Context: an optimization exercise on an open-source flow, tuned for small area, a short achievable clock period and few clock cycles. The choices shown serve that exercise and are no tape-out recipe.
Only simulation tests tie the RTL to the original design; equivalence was not proved.

`run.sh`:
```
#!/bin/bash
# synth_recipe.tcl (not shown) runs the flow's synth.tcl, then flattens the netlist and writes it again
# the make line also repeats each setting of config.mk as NAME=value (left out here)
make -C /OpenROAD-flow-scripts/flow DESIGN_CONFIG=/design/flow/config.mk WORK_HOME=/design/flow/orfs CLKGATE_MAP_FILE= SYNTH_SCRIPT=/design/flow/synth_recipe.tcl finish
```
`config.mk`:
```
export PLATFORM = sky130hd
export DESIGN_NAME = stele_codec
export DESIGN_NICKNAME = stele_codec
export VERILOG_FILES = /design/flow/design.v
export SDC_FILE = /design/flow/constraint.sdc
export NUM_CORES = 4
export LEC_CHECK = 0
export CAP_MARGIN = 20
export CORE_MARGIN = 2
export CORE_UTILIZATION = 40
export SLEW_MARGIN = 20
```
`constraint.sdc`:
```
create_clock -name core_clock -period 10.0 [get_ports {clk}]
set_input_delay 2.0000 -clock core_clock [delete_from_list [all_inputs] [get_ports {clk}]]
set_output_delay 2.0000 -clock core_clock [all_outputs]
set_load 0.01 [all_outputs]
```
`design.v`:
```
module stele_codec (
    input  wire        clk,
    input  wire        rst,
    input  wire        cmd_valid,
    output wire        cmd_ready,
    input  wire        cmd_op,         
    input  wire [31:0] pal0,
    input  wire [31:0] pal1,
    input  wire [31:0] pal2,
    input  wire [1:0]  pal_n,
    input  wire [15:0] width,
    input  wire [15:0] height,
    input  wire [31:0] npix,
    input  wire        px_valid,
    output wire        px_ready,
    input  wire [31:0] px_data,
    output wire        bo_valid,
    input  wire        bo_ready,
    output wire [7:0]  bo_data,
    input  wire        bi_valid,
    output wire        bi_ready,
    input  wire        bi_eos,
    input  wire [7:0]  bi_data,
    output wire        po_valid,
    input  wire        po_ready,
    output wire [31:0] po_data,
    output wire        busy,
    output reg         done,
    output reg         err,
    output reg  [3:0]  err_kind,
    output reg  [2:0]  err_detail
);
    localparam [3:0] K_INVALID_PALETTE = 4'd1;
    localparam [3:0] K_UNMAPPED_PIXEL  = 4'd2;
    localparam [3:0] K_UNMAPPED_CODE   = 4'd3;
    localparam [3:0] K_INVALID_HEADER  = 4'd4;
    localparam [3:0] K_SIZE_MISMATCH   = 4'd5;
    localparam [3:0] K_TRUNCATED       = 4'd6;
    localparam [2:0] D_NONE            = 3'd0;
    localparam [2:0] D_DUPLICATE       = 3'd3;
    localparam [2:0] D_BAD_COUNT       = 3'd4;
    localparam [2:0] D_OUT_OF_RANGE    = 3'd1;
    localparam [2:0] D_ORPHAN_ESCAPE   = 3'd2;
    localparam [2:0] D_BAD_VERSION     = 3'd1;
    localparam [2:0] D_W_TOO_SMALL     = 3'd2;
    localparam [2:0] D_W_NOT_DIV4      = 3'd3;
    localparam [2:0] D_H_TOO_SMALL     = 3'd4;
    localparam [2:0] D_H_NOT_DIV4      = 3'd5;
    localparam [2:0] D_SHORT           = 3'd1;
    localparam [2:0] D_OVERRUN         = 3'd2;
    localparam [2:0] D_EOS_IN_HEADER   = 3'd3;
    localparam [2:0] D_EOS_AT_COUNT    = 3'd4;
    localparam [1:0] ENT_NONE = 2'd0;
    localparam [1:0] ENT_P0   = 2'd1;
    localparam [1:0] ENT_P1   = 2'd2;
    localparam [1:0] ENT_P2   = 2'd3;
    localparam [3:0] S_IDLE   = 4'd0;
    localparam [3:0] S_CHECK  = 4'd1;    
    localparam [3:0] S_EHDR   = 4'd2;    
    localparam [3:0] S_EPIX   = 4'd3;    
    localparam [3:0] S_ESTEP  = 4'd4;    
    localparam [3:0] S_EOUT1  = 4'd5;    
    localparam [3:0] S_EOUT2  = 4'd6;    
    localparam [3:0] S_DHDR   = 4'd7;    
    localparam [3:0] S_DVAL   = 4'd8;    
    localparam [3:0] S_DBYTE  = 4'd9;    
    localparam [3:0] S_DFIELD = 4'd10;   
    localparam [3:0] S_DCOUNT = 4'd11;   
    localparam [3:0] S_DFILL  = 4'd12;   
    reg  [3:0]  state;
    reg         op_r;
    reg  [31:0] pal_r0, pal_r1, pal_r2;
    reg  [1:0]  paln_r;
    reg  [15:0] w_r;
    reg  [15:0] h_r;
    reg  [31:0] npix_r;
    reg  [31:0] pix_idx;      
    reg  [2:0]  hcnt;         
    reg  [1:0]  lane;         
    reg  [7:0]  enc_acc;
    reg  [7:0]  enc_prev;
    reg  [7:0]  enc_count;
    reg  [1:0]  enc_ent;
    reg         enc_final;    
    reg  [7:0]  dec_byte;
    reg  [1:0]  field;
    reg  [31:0] dec_last;
    reg         dec_has_last;
    reg  [9:0]  run_left;
    reg  [7:0]  hdr_ver;
    wire m0 = (pal_r0 == px_data);
    wire m1 = (pal_r1 == px_data);
    wire m2 = (paln_r == 2'd3) && (pal_r2 == px_data);
    wire px_mapped = m0 | m1 | m2;
    wire [1:0] px_code = m0 ? 2'd0 : (m1 ? 2'd1 : 2'd2);
    reg        dims_bad;
    reg [2:0]  dims_detail;
    always @(*) begin
        dims_bad    = 1'b1;
        dims_detail = D_NONE;
        if (w_r < 16'd4)            dims_detail = D_W_TOO_SMALL;
        else if (w_r[1:0] != 2'b00) dims_detail = D_W_NOT_DIV4;
        else if (h_r < 16'd4)       dims_detail = D_H_TOO_SMALL;
        else if (h_r[1:0] != 2'b00) dims_detail = D_H_NOT_DIV4;
        else                        dims_bad    = 1'b0;
    end
    wire [31:0] n_pix = w_r * h_r;
    wire        size_bad = (npix_r != n_pix);
    wire [7:0] grp_byte = enc_acc;     
    wire enc_match = ((enc_ent == ENT_P0) && (grp_byte == 8'h00)) ||
                     ((enc_ent == ENT_P1) && (grp_byte == 8'h55));
    wire enc_extend = enc_match && (enc_count != 8'd255);
    wire enc_last_group = (pix_idx == npix_r);
    reg [1:0] ent_of_byte;
    always @(*) begin
        case (grp_byte[7:4])
            4'h0:    ent_of_byte = ENT_P0;
            4'h5:    ent_of_byte = ENT_P1;
            4'hA:    ent_of_byte = ENT_P2;
            default: ent_of_byte = ENT_NONE;
        endcase
    end
    reg [7:0] hdr_out;
    always @(*) begin
        case (hcnt)
            3'd0:    hdr_out = 8'h01;
            3'd1:    hdr_out = w_r[7:0];
            3'd2:    hdr_out = w_r[15:8];
            3'd3:    hdr_out = h_r[7:0];
            default: hdr_out = h_r[15:8];
        endcase
    end
    reg [1:0] cur_code;
    always @(*) begin
        case (field)
            2'd0:    cur_code = dec_byte[1:0];
            2'd1:    cur_code = dec_byte[3:2];
            2'd2:    cur_code = dec_byte[5:4];
            default: cur_code = dec_byte[7:6];
        endcase
    end
    wire [31:0] cur_pixel = (cur_code == 2'd0) ? pal_r0 :
                            (cur_code == 2'd1) ? pal_r1 : pal_r2;
    wire        code_oor  = ({1'b0, cur_code} >= {1'b0, paln_r});
    wire        img_full  = (pix_idx == npix_r);
    wire [9:0]  count_len = {bi_data, 2'b00} + 10'd1;
    wire [32:0] run_end   = {1'b0, pix_idx} + {23'd0, count_len};
    wire        run_over  = (run_end > {1'b0, npix_r});
    assign busy      = (state != S_IDLE);
    assign cmd_ready = (state == S_IDLE);
    assign px_ready  = (state == S_EPIX);
    assign bo_valid  = (state == S_EHDR) || (state == S_EOUT1) || (state == S_EOUT2);
    assign bo_data   = (state == S_EHDR)  ? hdr_out :
                       (state == S_EOUT2) ? enc_count :
                       ((enc_count != 8'd0) ? (enc_prev | 8'hC0) : enc_prev);
    assign bi_ready  = (state == S_DHDR) || (state == S_DBYTE) || (state == S_DCOUNT);
    assign po_valid  = ((state == S_DFIELD) && (cur_code != 2'd3) && !code_oor && !img_full) ||
                       (state == S_DFILL);
    assign po_data   = (state == S_DFILL) ? dec_last : cur_pixel;
    task finish_ok;
        begin
            state <= S_IDLE;
            done  <= 1'b1;
        end
    endtask
    task finish_err(input [3:0] kind, input [2:0] detail);
        begin
            state      <= S_IDLE;
            err        <= 1'b1;
            err_kind   <= kind;
            err_detail <= detail;
        end
    endtask
    always @(posedge clk) begin
        if (rst) begin
            state        <= S_IDLE;
            done         <= 1'b0;
            err          <= 1'b0;
            err_kind     <= 4'd0;
            err_detail   <= 3'd0;
        end else begin
            case (state)
                S_IDLE: begin
                    if (cmd_valid) begin
                        op_r       <= cmd_op;
                        pal_r0   <= pal0;
                        pal_r1   <= pal1;
                        pal_r2   <= pal2;
                        paln_r     <= pal_n;
                        w_r        <= width;
                        h_r        <= height;
                        npix_r     <= npix;
                        pix_idx    <= 32'd0;
                        hcnt       <= 3'd0;
                        done       <= 1'b0;
                        err        <= 1'b0;
                        err_kind   <= 4'd0;
                        err_detail <= 3'd0;
                        state      <= S_CHECK;
                    end
                end
                S_CHECK: begin
                    if ((paln_r != 2'd2) && (paln_r != 2'd3))
                        finish_err(K_INVALID_PALETTE, D_BAD_COUNT);
                    else if ((pal_r0 == pal_r1) ||
                             ((paln_r == 2'd3) && ((pal_r0 == pal_r2) || (pal_r1 == pal_r2))))
                        finish_err(K_INVALID_PALETTE, D_DUPLICATE);
                    else if (op_r) begin
                        state <= S_DHDR;
                    end else if (dims_bad)
                        finish_err(K_INVALID_HEADER, dims_detail);
                    else if (size_bad)
                        finish_err(K_SIZE_MISMATCH, D_NONE);
                    else begin
                        enc_prev  <= 8'hFF;
                        enc_count <= 8'd0;
                        enc_ent   <= ENT_NONE;
                        enc_final <= 1'b0;
                        state     <= S_EHDR;
                    end
                end
                S_EHDR: begin
                    if (bo_ready) begin
                        hcnt <= hcnt + 3'd1;
                        if (hcnt == 3'd4) begin
                            lane    <= 2'd0;
                            enc_acc <= 8'd0;
                            state   <= S_EPIX;
                        end
                    end
                end
                S_EPIX: begin
                    if (px_valid) begin
                        if (!px_mapped)
                            finish_err(K_UNMAPPED_PIXEL, D_NONE);
                        else begin
                            pix_idx <= pix_idx + 32'd1;
                            case (lane)
                                2'd0: enc_acc <= {6'd0, px_code};
                                2'd1: enc_acc[3:2] <= px_code;
                                2'd2: enc_acc[5:4] <= px_code;
                                default: enc_acc[7:6] <= px_code;
                            endcase
                            lane <= lane + 2'd1;
                            if (lane == 2'd3)
                                state <= S_ESTEP;
                        end
                    end
                end
                S_ESTEP: begin
                    if (enc_extend) begin
                        enc_count <= enc_count + 8'd1;
                        if (enc_last_group) begin
                            enc_final <= 1'b1;
                            state     <= S_EOUT1;
                        end else
                            state <= S_EPIX;
                    end else if (enc_prev == 8'hFF && enc_count == 8'd0) begin
                        enc_count <= 8'd0;
                        enc_ent   <= ent_of_byte;
                        enc_prev  <= grp_byte;
                        if (enc_last_group) begin
                            enc_final <= 1'b1;
                            state     <= S_EOUT1;
                        end else
                            state <= S_EPIX;
                    end else begin
                        state <= S_EOUT1;
                    end
                end
                S_EOUT1: begin
                    if (bo_ready) begin
                        if (enc_count != 8'd0)
                            state <= S_EOUT2;
                        else if (enc_final)
                            finish_ok();
                        else begin
                            enc_count <= 8'd0;
                            enc_ent   <= ent_of_byte;
                            enc_prev  <= grp_byte;
                            if (enc_last_group)
                                enc_final <= 1'b1;
                            else
                                state <= S_EPIX;
                        end
                    end
                end
                S_EOUT2: begin
                    if (bo_ready) begin
                        if (enc_final)
                            finish_ok();
                        else begin
                            enc_count <= 8'd0;
                            enc_ent   <= ent_of_byte;
                            enc_prev  <= grp_byte;
                            if (enc_last_group) begin
                                enc_final <= 1'b1;
                                state     <= S_EOUT1;
                            end else
                                state <= S_EPIX;
                        end
                    end
                end
                S_DHDR: begin
                    if (bi_valid) begin
                        if (bi_eos)
                            finish_err(K_TRUNCATED, D_EOS_IN_HEADER);
                        else begin
                            hcnt <= hcnt + 3'd1;
                            case (hcnt)
                                3'd0: hdr_ver     <= bi_data;
                                3'd1: w_r[7:0]    <= bi_data;
                                3'd2: w_r[15:8]   <= bi_data;
                                3'd3: h_r[7:0]    <= bi_data;
                                default: h_r[15:8] <= bi_data;
                            endcase
                            if (hcnt == 3'd4)
                                state <= S_DVAL;
                        end
                    end
                end
                S_DVAL: begin
                    if (hdr_ver != 8'h01)
                        finish_err(K_INVALID_HEADER, D_BAD_VERSION);
                    else if (dims_bad)
                        finish_err(K_INVALID_HEADER, dims_detail);
                    else if (size_bad)
                        finish_err(K_SIZE_MISMATCH, D_NONE);
                    else begin
                        dec_has_last <= 1'b0;
                        dec_last     <= 32'd0;
                        state        <= S_DBYTE;
                    end
                end
                S_DBYTE: begin
                    if (bi_valid) begin
                        if (bi_eos) begin
                            if (pix_idx != npix_r)
                                finish_err(K_TRUNCATED, D_SHORT);
                            else
                                finish_ok();
                        end else begin
                            dec_byte <= bi_data;
                            field    <= 2'd0;
                            state    <= S_DFIELD;
                        end
                    end
                end
                S_DFIELD: begin
                    if (cur_code == 2'd3) begin
                        state <= S_DCOUNT;
                    end else if (code_oor) begin
                        finish_err(K_UNMAPPED_CODE, D_OUT_OF_RANGE);
                    end else if (img_full) begin
                        finish_err(K_TRUNCATED, D_OVERRUN);
                    end else if (po_ready) begin
                        pix_idx      <= pix_idx + 32'd1;
                        dec_last     <= cur_pixel;
                        dec_has_last <= 1'b1;
                        field        <= field + 2'd1;
                        if (field == 2'd3)
                            state <= S_DBYTE;
                    end
                end
                S_DCOUNT: begin
                    if (bi_valid) begin
                        if (bi_eos)
                            finish_err(K_TRUNCATED, D_EOS_AT_COUNT);
                        else if (!dec_has_last)
                            finish_err(K_UNMAPPED_CODE, D_ORPHAN_ESCAPE);
                        else if (run_over)
                            finish_err(K_TRUNCATED, D_OVERRUN);
                        else begin
                            run_left <= count_len;
                            state    <= S_DFILL;
                        end
                    end
                end
                S_DFILL: begin
                    if (po_ready) begin
                        pix_idx  <= pix_idx + 32'd1;
                        run_left <= run_left - 10'd1;
                        if (run_left == 10'd1)
                            state <= S_DBYTE;
                    end
                end
                default: state <= S_IDLE;
            endcase
        end
    end
endmodule
```
==> results.json <==
{
  "slew_viol_final": 0,
  "cts_setup_buffers": 0,
  "cpMostUsedCell": "fa_1",
  "num_vias": 22363,
  "synth_common_cells": "nand2_1, edfxtp_1, inv_1, xnor2_1, nor2_1",
  "synth.net_count": 3434,
  "cts.clk_slew.worst_paths_ns": 0.06,
  "holdBufCountCts": 0,
  "io_buffers": 265,
  "track_usage_pct": 27.2,
  "cpMaxStageDelayCell": "edfxtp_1",
  "fmax_ghz": 0.109,
  "finalSetupViolCount": 0,
  "finalCritPeriodShare_pct": 91.8,
  "synth_flop_cell": "edfxtp_1",
  "dpl.hpwl_um": 76400,
  "grt_pass1_vias": 22903,
  "numCtsBuffers": 38,
  "wl_per_cell_um": 24.0,
  "yosys.area.top_type_share_pct": 31.8,
  "antenna_found_initial": 7,
  "htreeDepth": 2,
  "setup_ws_ns": 0.815,
  "end_kind": "register",
  "fp.dieH_um": 265,
  "root_buffer": "clkbuf_16",
  "cts_sinks": 301,
  "cp.arrival_ns": 9.39,
  "cp.buffers_inverters": 2,
  "yosys.area.top_type": "edfxtp_1",
  "fin_setup_tns_ns": 0,
  "slew_headroom_pct": 28.7,
  "drc": 0,
  "cp.required_ns": 10.21,
  "min_period_ns": 9.18,
  "via_per_inst": 5.64,
  "insertion_delay_ns": 0.59,
  "die_x_um": 265,
  "cp_cell_sequence": "nand2_1 > fa_1 > fa_1 > fa_1 > fa_1 > fa_1 > fa_1 > inv_1 > ha_1 > a21oi_1 > o21ai_0 > o21ai_0 > a21oi_1 > o41ai_1 > nand4_1 > or4_1 > or4_1 > a21oi_4 > buf_4",
  "cp_top_family": "adder cells",
  "routed_wl_um": 95200,
  "io_pins": 266,
  "min_path_type": "register to register",
  "status": "complete, no violations",
  "yosys_warnings": 1,
  "syn_inst": 2865,
  "worst_pin_slew_ns": 1.07,
  "fin_util_pct": 47.6,
  "synth_edf_count": 288,
  "worst-path-max-fanout": 33,
  "core_mm2": 0.0673,
  "area_delta_synth_final_pct": 17.5,
  "drtIter0Drc": 1721,
  "yosys-top-cells-area": "edfxtp_1, fa_1, ha_1, xnor2_1, nand2_1",
  "synthArstFlopShare_pct": 0,
  "max_stage_delay_ns": 1.00,
  "skew_ns": 0.0289,
  "layout-drive-gt1-share_pct": 3.95,
  "synth-seq-area-share_pct": 32.7,
  "place_congestion": 0.997,
  "fp-row-count": 95,
  "start_kind": "register",
  "hold_viol": 0,
  "ctsLongestPathBuffers": 3,
  "dp_slack_ns": 0.939,
  "rsz0062_at_grt": "false",
  "num-nets-final": 3630,
  "synthesis.area_mm2": 0.0272,
  "ys_ff_latch": 301,
  "ys_types": 84,
  "cts_resized": 0,
  "die-area_mm2": 0.0702,
  "maxCapViolCount": 0,
  "antenna_left": 0,
  "synth_most_common_cell": "nand2_1",
  "overflow": 0,
  "grt_max_degree": 100,
  "tritoncts": "yes",
  "grt_pass1_wl_um": 144000,
  "syn_avg_cell_area_um2": 9.50,
  "start_util_pct": 40.5,
  "drt_pass1_iterations": 6,
  "critPathKind": "register to register",
  "ff2ff_setup_slack_ns": 0.82
}
[placed cells by master, fill, tap and decap left out, drive strengths merged, types with 17 or more instances in the layout]
cell	n
nand2	417
edfxtp	288
clkdlybuf4s50	265
inv	255
xnor2	220
nor2	203
fa	194
ha	164
a21oi	132
xor2	113
o21ai	103
and2	97
nand4	69
nand3	56
nor4	43
mux2i	43
clkbuf	43
nor3	28
buf	23
and3	22
nand2b	20
or3	17
[stage by stage]
stage	area, um^2	std cells	hold WS, ns
2_1_floorplan	27200	2865	0.456
3_3_place_gp	30700	3894	0.498
3_5_place_dp	30700	3894	0.489
6_report	32000	3967	0.496
4_1_cts	32000	3963	0.500
5_1_grt	32000	3967	0.515
[worst register-to-register path, stage by stage, from the launching register on]
cell and delay (ns):
edfxtp_1 1.00, nand2_1 0.18, fa_1 0.54, fa_1 0.52, fa_1 0.55, fa_1 0.53
fa_1 0.52, fa_1 0.54, inv_1 0.04, ha_1 0.42, a21oi_1 0.32, o21ai_0 0.36
o21ai_0 0.25, a21oi_1 0.12, o41ai_1 0.66, nand4_1 0.23, or4_1 0.78, or4_1 0.64
a21oi_4 0.16, buf_4 0.45
[per-layer routing]
layer	track usage, %	wire length, um
met5	0	43
met2	46.8	46600
met4	12.3	4670
met3	4.16	6350
met1	33.7	37600
[layout make-up]
cell class	instances	area, um^2
Antenna cell	4	10.0
Clock buffer	43	970
Clock inverter	26	314
Fill cell	6345	35300
Inverter	252	946
Multi-Input combinational cell	2180	16900
Sequential cell	301	8910
Tap cell	873	1090
Timing Repair Buffer	288	2840
[registers in the layout (all words and copies together) (netlist names), 8 cells and up]
signal / flops
enc_count: 8
pal_r0: 32
pal_r1: 32
dec_last: 32
pal_r2: 32
npix_r: 32
run_left: 10
dec_byte: 8
enc_prev: 8
hdr_ver: 8
w_r: 16
pix_idx: 32
h_r: 16
enc_acc: 8
[kinds of logic (layout without fill, tap and decap cells)]
family | after synthesis | in the layout | share of synthesized area [%]
AND/OR/NAND/NOR | 1048 | 1048 | 18.4
AO/OA/AOI/OAI | 394 | 394 | 9.20
buffers and inverters | 384 | 609 | 5.41
adder cells (fa/ha/maj) | 358 | 358 | 21.8
XOR/XNOR | 333 | 333 | 10.7
flip-flops | 301 | 301 | 32.7
multiplexers | 47 | 47 | 1.75
other | 0 | 4 | 0
[path summary, 6_finish.rpt]
kind / end / from / depth (start not counted)
setup / recovery: dec_last[30]$_SDFFCE_PN0P_ / w_r[1]$_DFFE_PP_ / 19
hold / removal: err_kind[0]$_SDFFE_PP0P_ / err_kind[0]$_SDFFE_PP0P_ / 2
setup reg to reg: dec_last[30]$_SDFFCE_PN0P_ / w_r[1]$_DFFE_PP_ / 19
hold reg to reg: err_kind[0]$_SDFFE_PP0P_ / err_kind[0]$_SDFFE_PP0P_ / 2
Testbench counts, summed over its fixed seeds: cycles 117,586.

## re-timing with driven ports
No port has a modelled driver above. Below, the same layout with a new extraction and two added sets of constraints. Step 1: set_driving_cell puts a clkbuf_16 on clk and a buf_2 on each other input, an assumption about the parent block. Step 2 adds t to the input delays and takes it off the output delays; t is the mean of the earliest and latest rising clock arrival at the registers after step 1. Input paths then give back, and output paths get back, about the clock's delay inside the block. Three values: no drivers, after step 1, after step 2; two values: the first two.
t, ns: 0.633
setup WS [ns]: 0.815 / 0.815 / 0.815
pins driven straight from the clock port: 1
After both steps setup and hold are still met in this run. For this run, drivers alone change the setup slack by 0.000 ns; drivers and shift together by 0.000 ns.
